From an optimization exercise on the open Yosys and OpenROAD flow, aimed at small area, a short achievable clock period and few clock cycles; shortcuts taken in it are not production practice.
In this exercise RTL edits were held to simulation tests only and were not proved equivalent to the original.

## flow/config.mk

```make
export PLATFORM = sky130hd
export DESIGN_NAME = rs_dec16
export DESIGN_NICKNAME = rs_dec16
export VERILOG_FILES = /design/flow/design.v
export SDC_FILE = /design/flow/constraint.sdc
export NUM_CORES = 4
export LEC_CHECK = 0
export CAP_MARGIN = 20
export CORE_MARGIN = 2
export CORE_UTILIZATION = 40
export SLEW_MARGIN = 20
```

## flow/constraint.sdc

```tcl
create_clock -name core_clock -period 15.0 [get_ports {clk}]
set_input_delay 3.0000 -clock core_clock [delete_from_list [all_inputs] [get_ports {clk}]]
set_output_delay 3.0000 -clock core_clock [all_outputs]
set_load 0.01 [all_outputs]
```

## flow/design.v

```verilog
module rs_dec16 (
    input  wire       clk,
    input  wire       rst,
    input  wire       in_valid,
    input  wire [7:0] in_data,
    input  wire       in_last,
    output wire       in_ready,
    output reg        corr_valid,
    output reg  [7:0] corr_pos,
    output reg  [7:0] corr_val,
    output reg        done,
    output reg  [3:0] done_nerr,
    output reg        done_fail
);
    localparam NR = 16;    
    localparam T  = 8;     
    localparam [1:0] ST_IN    = 2'd0,
                     ST_BM    = 2'd1,
                     ST_OMEGA = 2'd2,
                     ST_CHIEN = 2'd3;
    function [7:0] gf_mul;
        input [7:0] a;
        input [7:0] b;
        integer k;
        reg [7:0] p, aa;
        begin
            p  = 8'h00;
            aa = a;
            for (k = 0; k < 8; k = k + 1) begin
                if (b[k]) p = p ^ aa;
                aa = {aa[6:0], 1'b0} ^ (aa[7] ? 8'h1d : 8'h00);
            end
            gf_mul = p;
        end
    endfunction
    function [7:0] gf_inv;
        input [7:0] a;
        reg [7:0] a2, a4, a8, a16, a32, a64, a128;
        begin
            a2     = gf_mul(a,   a);
            a4     = gf_mul(a2,  a2);
            a8     = gf_mul(a4,  a4);
            a16    = gf_mul(a8,  a8);
            a32    = gf_mul(a16, a16);
            a64    = gf_mul(a32, a32);
            a128   = gf_mul(a64, a64);
            gf_inv = gf_mul(gf_mul(gf_mul(a2, a4), gf_mul(a8, a16)),
                            gf_mul(gf_mul(a32, a64), a128));
        end
    endfunction
    function [7:0] alpha_pos;
        input integer i;
        case (i)
            1: alpha_pos = 8'h02;  2: alpha_pos = 8'h04;  3: alpha_pos = 8'h08;
            4: alpha_pos = 8'h10;  5: alpha_pos = 8'h20;  6: alpha_pos = 8'h40;
            7: alpha_pos = 8'h80;  8: alpha_pos = 8'h1d;  9: alpha_pos = 8'h3a;
           10: alpha_pos = 8'h74; 11: alpha_pos = 8'he8; 12: alpha_pos = 8'hcd;
           13: alpha_pos = 8'h87; 14: alpha_pos = 8'h13; 15: alpha_pos = 8'h26;
           16: alpha_pos = 8'h4c;
           default: alpha_pos = 8'h01;
        endcase
    endfunction
    function [7:0] alpha_neg;
        input integer i;
        case (i)
            1: alpha_neg = 8'h8e; 2: alpha_neg = 8'h47; 3: alpha_neg = 8'had;
            4: alpha_neg = 8'hd8; 5: alpha_neg = 8'h6c; 6: alpha_neg = 8'h36;
            7: alpha_neg = 8'h1b; 8: alpha_neg = 8'h83;
            default: alpha_neg = 8'h01;
        endcase
    endfunction
    reg [1:0]        state;
    reg [7:0]        cnt;                  
    reg [7:0]        npos;                 
    reg [NR*8-1:0]   syn;                  
    reg [17*8-1:0]   lam;                  
    reg [17*8-1:0]   bb;                   
    reg [7:0]        gamma;
    reg [4:0]        len;                  
    reg [3:0]        r;                    
    reg [9*8-1:0]    lt;                   
    reg [8*8-1:0]    ot;                   
    reg [7:0]        e;                    
    reg [3:0]        roots;
    reg              bad;
    assign in_ready = (state == ST_IN);
    integer j, i, idx;
    reg [7:0] delta;
    always @* begin
        delta = 8'h00;
        for (j = 0; j <= NR; j = j + 1) begin
            idx = r + 1 - j;
            if (idx >= 1 && idx <= NR)
                delta = delta ^ gf_mul(lam[8*j +: 8], syn[8*(idx-1) +: 8]);
        end
    end
    reg [17*8-1:0] lam_next;
    always @* begin
        for (j = 0; j <= NR; j = j + 1) begin
            if (j == 0)
                lam_next[8*j +: 8] = gf_mul(gamma, lam[8*j +: 8]);
            else
                lam_next[8*j +: 8] = gf_mul(gamma, lam[8*j +: 8]) ^
                                     gf_mul(delta, bb[8*(j-1) +: 8]);
        end
    end
    reg [8*8-1:0] omega;
    always @* begin
        for (i = 0; i < T; i = i + 1) begin
            omega[8*i +: 8] = 8'h00;
            for (j = 0; j <= i; j = j + 1)
                omega[8*i +: 8] = omega[8*i +: 8] ^
                                  gf_mul(lam[8*j +: 8], syn[8*(i-j) +: 8]);
        end
    end
    reg [7:0] lam_sum, lam_odd, om_sum;
    always @* begin
        lam_sum = 8'h00;
        lam_odd = 8'h00;
        om_sum  = 8'h00;
        for (j = 0; j <= T; j = j + 1) begin
            lam_sum = lam_sum ^ lt[8*j +: 8];
            if (j % 2 == 1)
                lam_odd = lam_odd ^ lt[8*j +: 8];
        end
        for (i = 0; i < T; i = i + 1)
            om_sum = om_sum ^ ot[8*i +: 8];
    end
    wire       is_root  = (lam_sum == 8'h00);
    wire [7:0] err_val  = gf_mul(om_sum, gf_inv(lam_odd));    
    wire [3:0] roots_nx = roots + (is_root ? 4'd1 : 4'd0);
    wire       bad_nx   = bad | (is_root & (lam_odd == 8'h00));
    always @(posedge clk) begin
        corr_valid <= 1'b0;
        done       <= 1'b0;
        if (rst) begin
            state     <= ST_IN;
            cnt       <= 8'd0;
            syn       <= {NR*8{1'b0}};
            done_nerr <= 4'd0;
            done_fail <= 1'b0;
            corr_pos  <= 8'd0;
            corr_val  <= 8'd0;
        end else begin
            case (state)
            ST_IN: begin
                if (in_valid) begin
                    for (i = 0; i < NR; i = i + 1)
                        syn[8*i +: 8] <= gf_mul(syn[8*i +: 8], alpha_pos(i + 1)) ^ in_data;
                    cnt <= cnt + 8'd1;
                    if (in_last) begin
                        npos  <= cnt;
                        lam   <= {{16*8{1'b0}}, 8'h01};
                        bb    <= {{16*8{1'b0}}, 8'h01};
                        gamma <= 8'h01;
                        len   <= 5'd0;
                        r     <= 4'd0;
                        state <= ST_BM;
                    end
                end
            end
            ST_BM: begin
                lam <= lam_next;
                if (delta != 8'h00 && {len, 1'b0} <= {1'b0, r}) begin
                    bb    <= lam;
                    len   <= {1'b0, r} + 5'd1 - len;
                    gamma <= delta;
                end else begin
                    bb    <= {bb[16*8-1:0], 8'h00};
                end
                r <= r + 4'd1;
                if (r == NR - 1)
                    state <= ST_OMEGA;
            end
            ST_OMEGA: begin
                if (len > T) begin
                    done      <= 1'b1;
                    done_fail <= 1'b1;
                    done_nerr <= 4'd0;
                    cnt       <= 8'd0;
                    syn       <= {NR*8{1'b0}};
                    state     <= ST_IN;
                end else begin
                    lt    <= lam[9*8-1:0];
                    ot    <= omega;
                    e     <= 8'd0;
                    roots <= 4'd0;
                    bad   <= 1'b0;
                    state <= ST_CHIEN;
                end
            end
            ST_CHIEN: begin
                if (is_root) begin
                    corr_valid <= 1'b1;
                    corr_pos   <= npos - e;
                    corr_val   <= err_val;
                end
                roots <= roots_nx;
                bad   <= bad_nx;
                for (j = 0; j <= T; j = j + 1)
                    lt[8*j +: 8] <= gf_mul(lt[8*j +: 8], alpha_neg(j));
                for (i = 0; i < T; i = i + 1)
                    ot[8*i +: 8] <= gf_mul(ot[8*i +: 8], alpha_neg(i + 1));
                e <= e + 8'd1;
                if (e == npos) begin
                    done      <= 1'b1;
                    if (bad_nx || {1'b0, roots_nx} != len) begin
                        done_fail <= 1'b1;
                        done_nerr <= 4'd0;
                    end else begin
                        done_fail <= 1'b0;
                        done_nerr <= len[3:0];
                    end
                    cnt   <= 8'd0;
                    syn   <= {NR*8{1'b0}};
                    state <= ST_IN;
                end
            end
            endcase
        end
    end
endmodule
```

## flow/run.sh

```bash
#!/bin/bash
# synth_recipe.tcl (not shown) runs the flow's synth.tcl, then flattens the netlist and writes it again
# the make line also repeats each setting of config.mk as NAME=value (left out here)
make -C /OpenROAD-flow-scripts/flow DESIGN_CONFIG=/design/flow/config.mk WORK_HOME=/design/flow/orfs CLKGATE_MAP_FILE= SYNTH_SCRIPT=/design/flow/synth_recipe.tcl finish
```

==> results.json <==
{
  "fin_crit_ps": 14380,
  "viasPerCell": 5.87,
  "fin_util": 0.431,
  "dp_cells": 23120,
  "final_cells": 23330,
  "fin_hold_ws_ps": 465,
  "io_pins": 36,
  "cts_buffer_depth": 3,
  "synth_top_area_cell": "xnor2_1",
  "critPathMaxFanout": 16,
  "synth_cell_types": 111,
  "drive_above_1_share": 0.0849,
  "synth.mux.area_fraction": 0.0552,
  "setup_violations": 0,
  "cts_tree": "built",
  "grt_pass1_vias": 124992,
  "portBuffers": 35,
  "synthSimpleGateAreaFrac": 0.225,
  "grt_usage": 0.351,
  "crit_path_top_delay_cell": "xnor3_2",
  "fmax_mhz": 69.5,
  "regToRegStartpoint": "lt[15]",
  "rr_worst_depth": 56,
  "hold_depth": 0,
  "die_y_um": 587,
  "fin_crit_sh": 0.959,
  "syn_area_per_cell_um2": 6.96,
  "maxCapViolCount": 0,
  "clock_latency_ps": 770,
  "rows": 214,
  "yosysWarningCount": 1,
  "critical_path_class": "register to register",
  "critPathMaxStageDelay_ps": 590,
  "path_buf_inv": 9,
  "grt_first_pass_wirelength_um": 905000,
  "clock-sinks": 599,
  "drt_iter0_markers": 20304,
  "status": "no timing/DRC/antenna violations",
  "syn_inst": 19523,
  "ctsHoldBuffers": 0,
  "grt_max_degree": 102,
  "final_cell_area_um2": 146000,
  "clk_pin_slew_ps": 60,
  "maxSlewHeadroom": 0.150,
  "place_area_um2": 143000,
  "route.detailed.wl_per_inst_um": 27.1,
  "regArea_um2": 16500,
  "final_nets": 18782,
  "hp-class": "register to register",
  "ys_seq_area_frac": 0.121,
  "cts_root_buf": "clkbuf_16",
  "hold_start": "cnt[7]",
  "routed-via-count": 137028,
  "finalWorstSetupSlack_ps": 618,
  "synth-xor-area-share": 0.444,
  "final_common_cell": "nand2_1",
  "place.gp.congestion": 1.03,
  "syn-num-nets": 19602,
  "start_kind": "register",
  "synth_edf_count": 438,
  "start_util": 0.401,
  "num-fill-cells": 34797,
  "die_area_um2": 344000,
  "critical_path_arrival_ps": 15010,
  "coreArea_um2": 339000,
  "synth_top_area_frac": 0.345,
  "drt_first_pass_iters": 8,
  "multi_input_area_um2": 114000,
  "remaining_drc_errors": 0,
  "grt_overflow": 0,
  "synth_compound_area_frac": 0.0969,
  "drv_slew": 0,
  "ys_top_cells_by_area": "xnor2_1 35%, nand2_1 15%, edfxtp_1 9.7%, xor2_1 8.0%, clkbuf_1 3.6%",
  "routed_wl_um": 632000,
  "fin_skew_ps": 48.8,
  "endpoint_kind": "register",
  "syn_to_final_growth_pct": 7.61,
  "synth-seq-cells": 599,
  "h-tree-depth": 3,
  "required_ps": 15630,
  "antenna_left": 0,
  "hold_violations": 0,
  "netlist_area_um2": 136000,
  "cpLargestDelayFamily": "XOR/XNOR gates",
  "fp.dieW_um": 587,
  "regToRegEndpoint": "corr_val[4]",
  "antenna_found_initial": 27,
  "detailed_place_hpwl_um": 421000,
  "synth_fa_ha_area_frac": 0.00628,
  "layout_common_cells": "5589 x nand2_1, 5286 x xnor2_1, 1176 x xor2_1",
  "cts_buffers": 83,
  "synth_top_family_by_area": "XOR/XNOR gates",
  "tightest_slew_ps": 1270,
  "pre_cts_ws_ps": -123,
  "hold-path-endpoint": "npos[7]",
  "synth-main-ff-cell": "edfxtp_1",
  "ys_async_sr_fraction": 0,
  "cpMostUsedCell": "xnor2_2",
  "fin_tns_setup_ps": 0,
  "r2r_slack_ps": 620
}
==> state kept, by name, summed over array words and instances (netlist names), 5 cells and up <==
signal	count
syn	128
corr_val	8
bb	128
e	8
len	5
lt	72
cnt	8
npos	8
corr_pos	8
lam	136
ot	64
gamma	8
==> layer usage <==
| layer | up-vias | GRT usage | routed length (µm) |
|---|---|---|---|
| met3 | 2661 | 0.0927 | 84100 |
| met1 | 64351 | 0.456 | 239000 |
| met2 | 9708 | 0.508 | 256000 |
| li1 | 60282 | - | - |
| met4 | 26 | 0.234 | 52700 |
| met5 | - | 0 | 391 |
==> worst register-to-register path: cells and delay by family, from the launching register on <==
family	cells	cell delay (ps)
adder cells (fa/ha/maj)	3	680
buffers and inverters	9	1390
multiplexers	2	450
flip-flops	1	430
AO/OA/AOI/OAI	5	1170
XOR/XNOR	29	8740
AND/OR/NAND/NOR	8	1380
==> cells in the mapped netlist, drive strengths merged (39+ instances only) <==
library cell  count
inv             124
nor2            937
dfxtp           161
nand3           220
a22oi           263
nor2b           216
a31oi            39
a21boi           40
edfxtp          438
xnor3            57
o211ai           47
xor2           1263
xnor2          5393
nand2b          125
clkbuf         1298
ha               65
mux4            101
and2            185
nor3             76
a21oi           611
o22ai            64
o21ai           675
and3             52
a211oi          101
mux2i           324
nand2          5600
mux2            173
buf             437
==> how the worst max path moves through the flow <==
stage / slack [ps] / cells past startpoint / from / end
global route: -60 / 58 / lt[31] / corr_val[7]
CTS: 40 / 56 / lt[47] / corr_val[4]
floorplan: 30 / 63 / lt[61] / corr_val[1]
detailed placement: -120 / 55 / lt[46] / corr_val[4]
global placement: -90 / 55 / lt[15] / corr_val[4]
finish: 620 / 56 / lt[15] / corr_val[4]
==> kinds of logic after synthesis <==
kind of cell,after synthesis
and+or+nand+nor,7541
xor gates and xnor gates,6720
AOI/OAI and AO/OA,2131
buffers and inverters,1867
DFF,599
muxes,598
adders and majority gates,67
==> cell type report <==
class,count,area share
Inverter,132,0.00342
Clock inverter,54,0.00407
Sequential cell,599,0.113
Multi-Input combinational cell,17057,0.782
Clock buffer,99,0.0148
Timing Repair Buffer,830,0.0444
Antenna cell,23,0.000394
Tap cell,4536,0.0388
==> what timing repair did <==
| action | CTS | global route |
|---|---|---|
| gates resized for setup | 4 | 62 |
| pin swaps | 0 | 18 |
| buffers inserted | 0 | 32 |
| hold endpoints to repair | 0 | 0 |
| endpoints found under the setup margin | 2 | 8 |
Testbench counts, summed over its fixed seeds: cycles 77,186.

[afterwards: timing with drivers on the ports]
In the flow no input, the clock included, has a driving cell. The finished layout below was timed again as built, in two steps.
Step 1 sets driving cells, clkbuf_16 on the clock port and buf_2 on the other inputs (assumed; they add their load-dependent delay and slew).
Step 2 times the ports against the registers' clock, not the clock port: input delays grow and output delays shrink by t, the midpoint of the rising clock arrivals with the driver on.
Slacks: no drivers / after step 1 / after step 2; pairs: no drivers / after step 1.
t, ns: 0.853
slack for setup (ns): 0.618 / 0.618 / 0.618
worst setup path after step 2: register to register
clock arrival spread, ns: 0.048 / 0.049
worst slew at a driven data input, ns: 0.40
After both steps setup and hold are still met in this run. For this run, drivers alone change the setup slack by 0.000 ns; drivers and shift together by 0.000 ns.
